Context: an optimization exercise on an open-source flow, tuned for small area, a short achievable clock period and few clock cycles. The choices shown serve that exercise and are no tape-out recipe.
Function was checked by simulation only, so behaviour that the tests miss may differ from the original.

===== run.sh =====
#!/bin/bash
# synth_recipe.tcl (not shown) runs the flow's synth.tcl, then flattens the netlist and writes it again
# the make line also repeats each setting of config.mk as NAME=value (left out here)
make -C /OpenROAD-flow-scripts/flow DESIGN_CONFIG=/design/flow/config.mk WORK_HOME=/design/flow/orfs CLKGATE_MAP_FILE= SYNTH_SCRIPT=/design/flow/synth_recipe.tcl finish

===== config.mk =====
export PLATFORM = sky130hd
export DESIGN_NAME = yavm_core
export DESIGN_NICKNAME = yavm_core
export VERILOG_FILES = /design/flow/design.v
export SDC_FILE = /design/flow/constraint.sdc
export NUM_CORES = 8
export LEC_CHECK = 0
export CAP_MARGIN = 20
export CORE_MARGIN = 2
export CORE_UTILIZATION = 40
export PLACE_DENSITY = 0.6
export SLEW_MARGIN = 20

===== constraint.sdc =====
create_clock -name core_clock -period 20.0 [get_ports {clk}]
set_input_delay 4.0000 -clock core_clock [delete_from_list [all_inputs] [get_ports {clk}]]
set_output_delay 4.0000 -clock core_clock [all_outputs]
set_load 0.01 [all_outputs]

===== design.v =====
module yavm_core (
    input  wire        clk,
    input  wire        rst,
    input  wire        cmd_valid,
    output wire        cmd_ready,
    input  wire [1:0]  cmd_op,
    input  wire [7:0]  cmd_idx,
    input  wire [31:0] cmd_data,
    input  wire [15:0] cmd_aux,
    output wire        imem_en,
    output wire [15:0] imem_addr,
    input  wire [31:0] imem_rdata,
    output reg         out_valid,
    output reg  [31:0] out_data,
    output reg         done,
    output reg  [3:0]  res_code,
    output reg  [31:0] res_icount,
    output reg  [31:0] res_pc,
    output reg  [31:0] res_info,
    output reg  [31:0] res_word
);
    localparam STACK_CAP  = 32;
    localparam DEPTH_CAP  = 8;
    localparam METHOD_CAP = 8;
    localparam GLOBAL_CAP = 16;
    localparam CMD_INIT = 2'd0, CMD_SETSTACK = 2'd1, CMD_SETMETHOD = 2'd2, CMD_RUN = 2'd3;
    localparam OP_ADD = 8'h00, OP_SUB = 8'h01, OP_MUL = 8'h02, OP_DIV = 8'h03, OP_MOD = 8'h04;
    localparam OP_ADDIMM = 8'h07, OP_SUBIMM = 8'h08, OP_MULIMM = 8'h09, OP_DIVIMM = 8'h0A;
    localparam OP_MODIMM = 8'h0B, OP_SQRTIMM = 8'h0C;
    localparam OP_PUSH = 8'h15, OP_POP = 8'h16, OP_MOV = 8'h17, OP_LOADG = 8'h18;
    localparam OP_SETG = 8'h19, OP_MOVIMM16 = 8'h1A;
    localparam OP_CMP = 8'h1B, OP_GT = 8'h1C, OP_GTE = 8'h1D, OP_JE = 8'h1E, OP_JMP = 8'h1F;
    localparam OP_CALL = 8'h20, OP_RET = 8'h21, OP_LOADRET = 8'h22, OP_PRINT = 8'h23;
    localparam OP_END = 8'h24;
    localparam R_HALT = 4'd0, F_UNKNOWN = 4'd1, F_FETCH = 4'd2, F_REG = 4'd3, F_STACK = 4'd4;
    localparam F_GLOBAL = 4'd5, F_METHOD = 4'd6, F_UNREG = 4'd7, F_OVERFLOW = 4'd8;
    localparam F_UNDERFLOW = 4'd9, F_DIVZERO = 4'd10, F_DIVOVF = 4'd11;
    localparam R_NOPROG = 4'd14, R_NOTINIT = 4'd15;
    localparam S_IDLE = 3'd0, S_FETCH = 3'd1, S_DECODE = 3'd2, S_EXEC = 3'd3, S_ITER = 3'd4;
    reg [31:0] stk [0:STACK_CAP-1];
    reg [31:0] glob [0:GLOBAL_CAP-1];
    reg        mt_reg   [0:METHOD_CAP-1];
    reg [15:0] mt_entry [0:METHOD_CAP-1];
    reg [7:0]  mt_args  [0:METHOD_CAP-1];
    reg [7:0]  mt_locals[0:METHOD_CAP-1];
    reg [31:0] cs_bp [0:DEPTH_CAP-1];
    reg [31:0] cs_sp [0:DEPTH_CAP-1];
    reg [31:0] cs_pc [0:DEPTH_CAP-1];
    reg [3:0]  depth;
    reg [31:0] bp, sp, pc;
    reg [31:0] rv;
    reg [31:0] icount;
    reg        faulted;
    reg [15:0] prog_len;
    reg [2:0]  state;
    reg [31:0] ir;
    reg        it_sqrt;       
    reg        it_mod;        
    reg        it_qneg;       
    reg        it_rneg;       
    reg [4:0]  it_dst;        
    reg [5:0]  it_count;
    reg [31:0] it_num;        
    reg [31:0] it_den;        
    reg [32:0] it_rem;        
    reg [31:0] it_quo;        
    integer i;
    wire [7:0]  op   = ir[7:0];
    wire [7:0]  ra   = ir[15:8];
    wire [7:0]  rb   = ir[23:16];
    wire [7:0]  rc   = ir[31:24];
    wire [15:0] u16  = ir[31:16];
    wire [31:0] s16  = {16'd0, ir[31:16]} - 32'd32768;
    wire [31:0] s24  = {8'd0, ir[31:8]} - 32'd8388608;
    wire [32:0] addr_a = {bp[31], bp} + {25'd0, ra};
    wire [32:0] addr_b = {bp[31], bp} + {25'd0, rb};
    wire [32:0] addr_c = {bp[31], bp} + {25'd0, rc};
    wire        ok_a = (addr_a[32:5] == 28'd0);
    wire        ok_b = (addr_b[32:5] == 28'd0);
    wire        ok_c = (addr_c[32:5] == 28'd0);
    wire [31:0] xa = stk[addr_a[4:0]];
    wire [31:0] xb = stk[addr_b[4:0]];
    wire [31:0] xc = stk[addr_c[4:0]];
    wire [32:0] push_t = {sp[31], sp} + 33'd1;
    wire [32:0] pop_t  = {sp[31], sp};
    wire        ok_push = (push_t[32:5] == 28'd0);
    wire        ok_pop  = (pop_t[32:5] == 28'd0);
    wire [31:0] pc_next = pc + 32'd1;
    wire        pc_ok = !pc[31] && (pc < {16'd0, prog_len});
    wire [31:0] imm32   = {16'd0, u16};
    wire [31:0] sum_r   = xb + xc;
    wire [31:0] diff_r  = xb - xc;
    wire [31:0] prod_r  = xb * xc;
    wire [31:0] sum_i   = xa + imm32;
    wire [31:0] diff_i  = xa - imm32;
    wire [31:0] prod_i  = xa * imm32;
    wire [2:0]  mk       = u16[2:0];
    wire        mk_ok    = (u16 < METHOD_CAP);
    wire [31:0] call_t   = sp - {24'd0, mt_args[mk]};
    assign cmd_ready = (state == S_IDLE);
    assign imem_en   = (state == S_FETCH) && pc_ok;
    assign imem_addr = pc[15:0];
    task raise;
        input [3:0]  code;
        input [31:0] info;
        begin
            done       <= 1'b1;
            res_code   <= code;
            res_icount <= icount;
            res_pc     <= pc;
            res_info   <= info;
            res_word   <= (code == F_FETCH) ? 32'd0 : ir;
            faulted    <= 1'b1;
            state      <= S_IDLE;
        end
    endtask
    task retire;
        begin
            icount <= icount + 32'd1;
            state  <= S_FETCH;
        end
    endtask
    task start_div;
        input [31:0] a;
        input [31:0] b;
        input        want_mod;
        begin
            it_sqrt  <= 1'b0;
            it_mod   <= want_mod;
            it_qneg  <= a[31] ^ b[31];
            it_rneg  <= a[31];
            it_dst   <= addr_a[4:0];
            it_num   <= a[31] ? -a : a;
            it_den   <= b[31] ? -b : b;
            it_rem   <= 33'd0;
            it_quo   <= 32'd0;
            it_count <= 6'd32;
            state    <= S_ITER;
        end
    endtask
    always @(posedge clk) begin
        done      <= 1'b0;
        out_valid <= 1'b0;
        if (rst) begin
            state    <= S_IDLE;
            bp       <= 32'd0;
            sp       <= 32'd0;
            pc       <= 32'd0;
            depth    <= 4'd0;
            rv       <= 32'd0;
            icount   <= 32'd0;
            faulted  <= 1'b0;
            prog_len <= 16'd0;
            for (i = 0; i < GLOBAL_CAP; i = i + 1) glob[i] <= 32'd0;
            for (i = 0; i < METHOD_CAP; i = i + 1) mt_reg[i] <= 1'b0;
        end else begin
            case (state)
            S_IDLE: if (cmd_valid) begin
                case (cmd_op)
                CMD_INIT: begin
                    bp      <= 32'd0;
                    sp      <= 32'd0;
                    pc      <= 32'd0;
                    depth   <= 4'd0;
                    rv      <= 32'd0;
                    icount  <= 32'd0;
                    faulted <= 1'b0;
                    for (i = 0; i < GLOBAL_CAP; i = i + 1) glob[i] <= 32'd0;
                    for (i = 0; i < METHOD_CAP; i = i + 1) mt_reg[i] <= 1'b0;
                end
                CMD_SETSTACK: begin
                    if (!faulted && cmd_idx < STACK_CAP)
                        stk[cmd_idx[4:0]] <= cmd_data;
                end
                CMD_SETMETHOD: begin
                    if (!faulted && cmd_idx < METHOD_CAP) begin
                        mt_reg[cmd_idx[2:0]]    <= 1'b1;
                        mt_entry[cmd_idx[2:0]]  <= cmd_data[15:0];
                        mt_args[cmd_idx[2:0]]   <= cmd_aux[7:0];
                        mt_locals[cmd_idx[2:0]] <= cmd_aux[15:8];
                    end
                end
                CMD_RUN: begin
                    if (faulted) begin
                        done       <= 1'b1;
                        res_code   <= R_NOTINIT;
                        res_icount <= 32'd0;
                        res_pc     <= 32'd0;
                        res_info   <= 32'd0;
                        res_word   <= 32'd0;
                    end else if (cmd_aux == 16'd0) begin
                        done       <= 1'b1;
                        res_code   <= R_NOPROG;
                        res_icount <= 32'd0;
                        res_pc     <= 32'd0;
                        res_info   <= 32'd0;
                        res_word   <= 32'd0;
                    end else begin
                        prog_len <= cmd_aux;
                        bp       <= 32'd0;
                        sp       <= 32'd0;
                        pc       <= {16'd0, cmd_data[15:0]};
                        depth    <= 4'd0;
                        icount   <= 32'd0;
                        state    <= S_FETCH;
                    end
                end
                endcase
            end
            S_FETCH: begin
                if (!pc_ok)
                    raise(F_FETCH, pc);
                else
                    state <= S_DECODE;
            end
            S_DECODE: begin
                ir    <= imem_rdata;
                state <= S_EXEC;
            end
            S_EXEC: begin
                case (op)
                OP_ADD, OP_SUB, OP_MUL: begin
                    if (!ok_b)      raise(F_REG, addr_b[31:0]);
                    else if (!ok_c) raise(F_REG, addr_c[31:0]);
                    else if (!ok_a) raise(F_REG, addr_a[31:0]);
                    else begin
                        stk[addr_a[4:0]] <= (op == OP_ADD) ? sum_r :
                                            (op == OP_SUB) ? diff_r : prod_r;
                        pc <= pc_next;
                        retire;
                    end
                end
                OP_DIV, OP_MOD: begin
                    if (!ok_b)      raise(F_REG, addr_b[31:0]);
                    else if (!ok_c) raise(F_REG, addr_c[31:0]);
                    else if (!ok_a) raise(F_REG, addr_a[31:0]);
                    else if (xc == 32'd0) raise(F_DIVZERO, pc);
                    else if (xb == 32'h80000000 && xc == 32'hFFFFFFFF) raise(F_DIVOVF, pc);
                    else start_div(xb, xc, op == OP_MOD);
                end
                OP_ADDIMM, OP_SUBIMM, OP_MULIMM, OP_MOVIMM16: begin
                    if (!ok_a) raise(F_REG, addr_a[31:0]);
                    else begin
                        stk[addr_a[4:0]] <= (op == OP_ADDIMM) ? sum_i :
                                            (op == OP_SUBIMM) ? diff_i :
                                            (op == OP_MULIMM) ? prod_i : imm32;
                        pc <= pc_next;
                        retire;
                    end
                end
                OP_DIVIMM, OP_MODIMM: begin
                    if (!ok_a) raise(F_REG, addr_a[31:0]);
                    else if (u16 == 16'd0) raise(F_DIVZERO, pc);
                    else start_div(xa, imm32, op == OP_MODIMM);
                end
                OP_SQRTIMM: begin
                    if (!ok_a) raise(F_REG, addr_a[31:0]);
                    else begin
                        it_sqrt  <= 1'b1;
                        it_dst   <= addr_a[4:0];
                        it_num   <= {u16, 16'd0};
                        it_rem   <= 33'd0;
                        it_quo   <= 32'd0;
                        it_count <= 6'd8;
                        state    <= S_ITER;
                    end
                end
                OP_PUSH: begin
                    if (!ok_a)         raise(F_REG, addr_a[31:0]);
                    else if (!ok_push) raise(F_STACK, push_t[31:0]);
                    else begin
                        stk[push_t[4:0]] <= xa;
                        sp <= push_t[31:0];
                        pc <= pc_next;
                        retire;
                    end
                end
                OP_POP: begin
                    if (!ok_pop)    raise(F_STACK, pop_t[31:0]);
                    else if (!ok_a) raise(F_REG, addr_a[31:0]);
                    else begin
                        stk[addr_a[4:0]] <= stk[pop_t[4:0]];
                        sp <= sp - 32'd1;
                        pc <= pc_next;
                        retire;
                    end
                end
                OP_MOV: begin
                    if (!ok_b)      raise(F_REG, addr_b[31:0]);
                    else if (!ok_a) raise(F_REG, addr_a[31:0]);
                    else begin
                        stk[addr_a[4:0]] <= xb;
                        pc <= pc_next;
                        retire;
                    end
                end
                OP_LOADG: begin
                    if (u16 >= GLOBAL_CAP) raise(F_GLOBAL, imm32);
                    else if (!ok_a)        raise(F_REG, addr_a[31:0]);
                    else begin
                        stk[addr_a[4:0]] <= glob[u16[3:0]];
                        pc <= pc_next;
                        retire;
                    end
                end
                OP_SETG: begin
                    if (!ok_a)                  raise(F_REG, addr_a[31:0]);
                    else if (u16 >= GLOBAL_CAP) raise(F_GLOBAL, imm32);
                    else begin
                        glob[u16[3:0]] <= xa;
                        pc <= pc_next;
                        retire;
                    end
                end
                OP_CMP, OP_GT, OP_GTE: begin
                    if (!ok_a)      raise(F_REG, addr_a[31:0]);
                    else if (!ok_b) raise(F_REG, addr_b[31:0]);
                    else begin
                        if ((op == OP_CMP && xa == xb) ||
                            (op == OP_GT  && $signed(xa) >  $signed(xb)) ||
                            (op == OP_GTE && $signed(xa) >= $signed(xb)))
                            pc <= pc + 32'd2;
                        else
                            pc <= pc_next;
                        retire;
                    end
                end
                OP_JE: begin
                    if (!ok_a) raise(F_REG, addr_a[31:0]);
                    else begin
                        pc <= (xa != 32'd0) ? pc_next + s16 : pc_next;
                        retire;
                    end
                end
                OP_JMP: begin
                    pc <= pc_next + s24;
                    retire;
                end
                OP_CALL: begin
                    if (!mk_ok)                  raise(F_METHOD, imm32);
                    else if (!mt_reg[mk])        raise(F_UNREG, imm32);
                    else if (depth == DEPTH_CAP) raise(F_OVERFLOW, imm32);
                    else begin
                        cs_bp[depth[2:0]] <= bp;
                        cs_sp[depth[2:0]] <= sp;
                        cs_pc[depth[2:0]] <= pc_next;
                        depth <= depth + 4'd1;
                        bp <= call_t + 32'd1;
                        sp <= call_t + {24'd0, mt_locals[mk]};
                        pc <= {16'd0, mt_entry[mk]};
                        retire;
                    end
                end
                OP_RET: begin
                    if (!ok_a)             raise(F_REG, addr_a[31:0]);
                    else if (depth == 4'd0) raise(F_UNDERFLOW, pc);
                    else begin
                        rv    <= xa;
                        depth <= depth - 4'd1;
                        bp    <= cs_bp[depth[2:0] - 3'd1];
                        sp    <= cs_sp[depth[2:0] - 3'd1];
                        pc    <= cs_pc[depth[2:0] - 3'd1];
                        retire;
                    end
                end
                OP_LOADRET: begin
                    if (!ok_a) raise(F_REG, addr_a[31:0]);
                    else begin
                        stk[addr_a[4:0]] <= rv;
                        pc <= pc_next;
                        retire;
                    end
                end
                OP_PRINT: begin
                    if (!ok_a) raise(F_REG, addr_a[31:0]);
                    else begin
                        out_valid <= 1'b1;
                        out_data  <= xa;
                        pc <= pc_next;
                        retire;
                    end
                end
                OP_END: begin
                    done       <= 1'b1;
                    res_code   <= R_HALT;
                    res_icount <= icount + 32'd1;
                    res_pc     <= 32'd0;
                    res_info   <= 32'd0;
                    res_word   <= 32'd0;
                    icount     <= icount + 32'd1;
                    pc         <= pc_next;
                    state      <= S_IDLE;
                end
                default: raise(F_UNKNOWN, {24'd0, op});
                endcase
            end
            S_ITER: begin
                if (it_count != 6'd0) begin
                    it_count <= it_count - 6'd1;
                    if (it_sqrt) begin
                        if ({it_rem[30:0], it_num[31:30]} >= {it_quo[30:0], 2'b01}) begin
                            it_rem <= {it_rem[30:0], it_num[31:30]} - {it_quo[30:0], 2'b01};
                            it_quo <= {it_quo[30:0], 1'b1};
                        end else begin
                            it_rem <= {it_rem[30:0], it_num[31:30]};
                            it_quo <= {it_quo[30:0], 1'b0};
                        end
                        it_num <= {it_num[29:0], 2'b00};
                    end else begin
                        if ({it_rem[31:0], it_num[31]} >= {1'b0, it_den}) begin
                            it_rem <= {it_rem[31:0], it_num[31]} - {1'b0, it_den};
                            it_quo <= {it_quo[30:0], 1'b1};
                        end else begin
                            it_rem <= {it_rem[31:0], it_num[31]};
                            it_quo <= {it_quo[30:0], 1'b0};
                        end
                        it_num <= {it_num[30:0], 1'b0};
                    end
                end else begin
                    if (it_sqrt)
                        stk[it_dst] <= it_quo;
                    else if (it_mod)
                        stk[it_dst] <= it_rneg ? -it_rem[31:0] : it_rem[31:0];
                    else
                        stk[it_dst] <= it_qneg ? -it_quo : it_quo;
                    pc <= pc_next;
                    retire;
                end
            end
            default: state <= S_IDLE;
            endcase
        end
    end
endmodule

==> flow_summary.toml <==
[yosys]
postSynthCellCount = 16600
synth.cell_area_um2 = 207000
synth_flop_cell = "edfxtp_1"
yosysTopAreaCell = "edfxtp_1"
synth_top_family_by_area = "multiplexers"
synth_area_leaders = "edfxtp_1 (42%), mux4_2 (18%), fa_1 (7.0%)"
synth_compound_area_share_pct = 9.26
ys_warn_count = 1
synthAdderAreaFrac_pct = 10.1
seq_area_frac_synth_pct = 44.1
synthXorXnorAreaFrac_pct = 2.92
synth_simple_gate_area_share_pct = 9.10
synth_cell_type_count = 118
synthMuxAreaShare_pct = 19.9
synth_edf_count = 2899
synth.ff_latch_count = 3102
postSynth.asyncResetShare_pct = 0
syn-num-nets = 17900
yosysTopAreaCellShare_pct = 42.1
syn_area_per_cell_um2 = 12.5

[hold_path]
min_path_cells = 1
min_to = "mt_reg[7]"
hold_class = "reg2reg"
min_from = "mt_reg[7]"

[placement]
place_area_um2 = 219000
port-buffer-count = 276
post-dp-hpwl_um = 610000
routabilityCongestion = 1.04

[clocking]
root_buffer = "clkbuf_16"
post_cts_buffers = 0
cts_resized = 0
clk_path_buf_depth = 4
cts_hold_buf = 0
insertion_delay_ns = 1.06
clk_pin_slew_worst_paths_ns = 0.06
tritoncts = "built"
cts_made_buffers = 343
cts_sinks = 3102
htree_levels = 5

[timing]
setup_viol = 0
slew_viol_final = 0
finalCriticalPeriod_ns = 15.41
post-route-period-util_pct = 77.0
finClkSkew_ns = 0.0856
relSlewSlack_pct = 9.33
rsz0062_at_grt = "false"
hold_viol_final = 0
max_freq_mhz = 64.9
setup_tns_ns = 0
worstMarginPinSlew_ns = 1.35

[floorplanning]
io_pins = 277
die_w_um = 723
rows = 264
coreArea_um2 = 516000
die_h_um = 723
initial_core_util_pct = 40.1
dieArea_um2 = 523000

[global_routing]
grt_pass1_wl_um = 1230000
grt_pass1_vias = 153000
grt_max_degree = 111
grt_usage_pct = 33.6
grt_overflow = 0
antenna_found_initial = 81

[pwr]
p_total_mw = 44.1
power.density_nw_per_um2 = 191
leakage_nw = 81.0
ir_drop_mv = 1.04

[critical_path]
endpoint_kind = "flip-flop"
reg2reg_to = "stk[1][30]"
cp-startpoint = "bp[0]"
path_delay_family = "adder cells"
worstPathMaxFanout = 48
path_depth = 35
critPathMaxStageDelay_ns = 1.06
rr_startpoint = "bp[0]"
cp.required_ns = 20.69
path_common_cell = "fa_1"
r2r_slack_ns = 4.59
slowest_stage = "fa_4"
worstPathArrival_ns = 16.10
worstSetupStartpointType = "flip-flop"
worst-path-buf-inv = 8
reg2reg_depth = 35
crit_type = "reg2reg"

[cells_and_area]
fin_nets = 17900
top_regs = "stk: 1024 flops, glob: 512 flops"
stdcell_area_um2 = 231000
fillCellCount = 46900
final_util_pct = 44.8
layout_commonest_cell = "edfxtp_1"
layout_common_cells = "edfxtp_1 (2899), nor2_1 (1715), mux4_2 (1647)"
regMostFlops = "stk"
area_growth_syn_to_layout_pct = 11.7
largest_reg_flops = 1024
layout-drive-gt1-share_pct = 18.9

[route]
finalWirelength_um = 897000
num_vias = 159000
wl_per_cell_um = 37.6
drtIter0Drc = 24100
ant_nets = 0
drc_errors = 0
viasPerCell = 6.66
dr.pass1.iters = 11

[job]
cap_violations = 0

[status]
outcome = "finished clean"
-- cell type report --
class / count / area (um2) / share of cell area [%]
diodes: 54 / 135 / 0.0585
clock buffers: 438 / 9130 / 3.95
clock inverters: 194 / 2200 / 0.951
inverters: 1122 / 4210 / 1.82
multi-input cells: 11100 / 108000 / 46.7
flip-flops and latches: 3102 / 91200 / 39.5
well taps: 6916 / 8650 / 3.75
repair buffers: 916 / 7710 / 3.34
-- logic make-up after synthesis --
family / after synthesis
compound gates: 2913
flops: 3102
mux: 2047
xor+xnor: 674
buf+inv: 2357
fa+ha+maj: 1230
simple gates: 4253
-- routing by layer --
metal	share of wire [%]	GRT usage, %	wire (um)	vias to the layer above
met3	13	10.7	118000	2814
met2	43	49.9	388000	12200
met5	0.040	0	363	-
met4	8.4	22.9	75700	38
li1	-	-	-	62800
met1	35	42.0	316000	81200
-- worst max-delay path by stage --
stage	to
after floorplan	it_count[0]
after global placement	stk[12][30]
after detailed placement	stk[0][30]
after CTS	stk[22][30]
after global routing	stk[22][30]
final	stk[1][30]
-- report_power, final --
part           switching [mW]  internal [mW]  total (mW)
combinational            18.8           10.9        29.7
clock                    2.85           3.65        6.50
sequential              0.112           7.75        7.86
total                    21.8           22.3        44.1
-- Yosys cell counts (all sizes together), types with 86 or more instances --
| library cell | number |
|---|---|
| ha | 505 |
| mux4 | 1647 |
| mux2i | 376 |
| o22ai | 136 |
| clkbuf | 835 |
| inv | 1089 |
| edfxtp | 2899 |
| a22oi | 108 |
| o21ai | 581 |
| xor2 | 191 |
| a21oi | 806 |
| buf | 400 |
| nand3 | 215 |
| nand2 | 1262 |
| a21o | 175 |
| nor4 | 86 |
| nand4 | 87 |
| xnor2 | 476 |
| fa | 725 |
| nor3 | 272 |
| a211oi | 152 |
| nor2 | 1781 |
| and3 | 108 |
| dfxtp | 203 |
-- metrics by stage --
stage | hold WS, ns | instances | setup WS [ns]
final | 0.448 | 23900 | 4.59
after global routing | 0.457 | 23800 | 4.17
after detailed placement | 0.435 | 23200 | 4.93
after global placement | 0.430 | 23200 | 5.17
after floorplan | 0.421 | 16600 | 4.48
after CTS | 0.449 | 23800 | 4.96
Testbench counts, summed over its fixed seeds: cycles 149,555.

[separate check: timing with driven ports]
The flow's constraints put no driver on any port. The routed layout listed below was extracted and timed again, unchanged, in two steps.
Step 1: set_driving_cell puts a clkbuf_16 on clk and a buf_2 on each other input, an assumption about the parent block.
Step 2 times the ports against the registers' clock, not the clock port: input delays grow and output delays shrink by t, the midpoint of the rising clock arrivals with the driver on.
a / b / c = ideal / step 1 / step 2; a / b = the first two.
t, ns: 1.151
setup WS [ns]: 4.591 / 4.591 / 4.591
clock arrival spread, ns: 0.088 / 0.087
After both steps this run still meets setup and hold. The setup slack of this run moves by 0.000 ns with the drivers and by 0.000 ns with both steps.
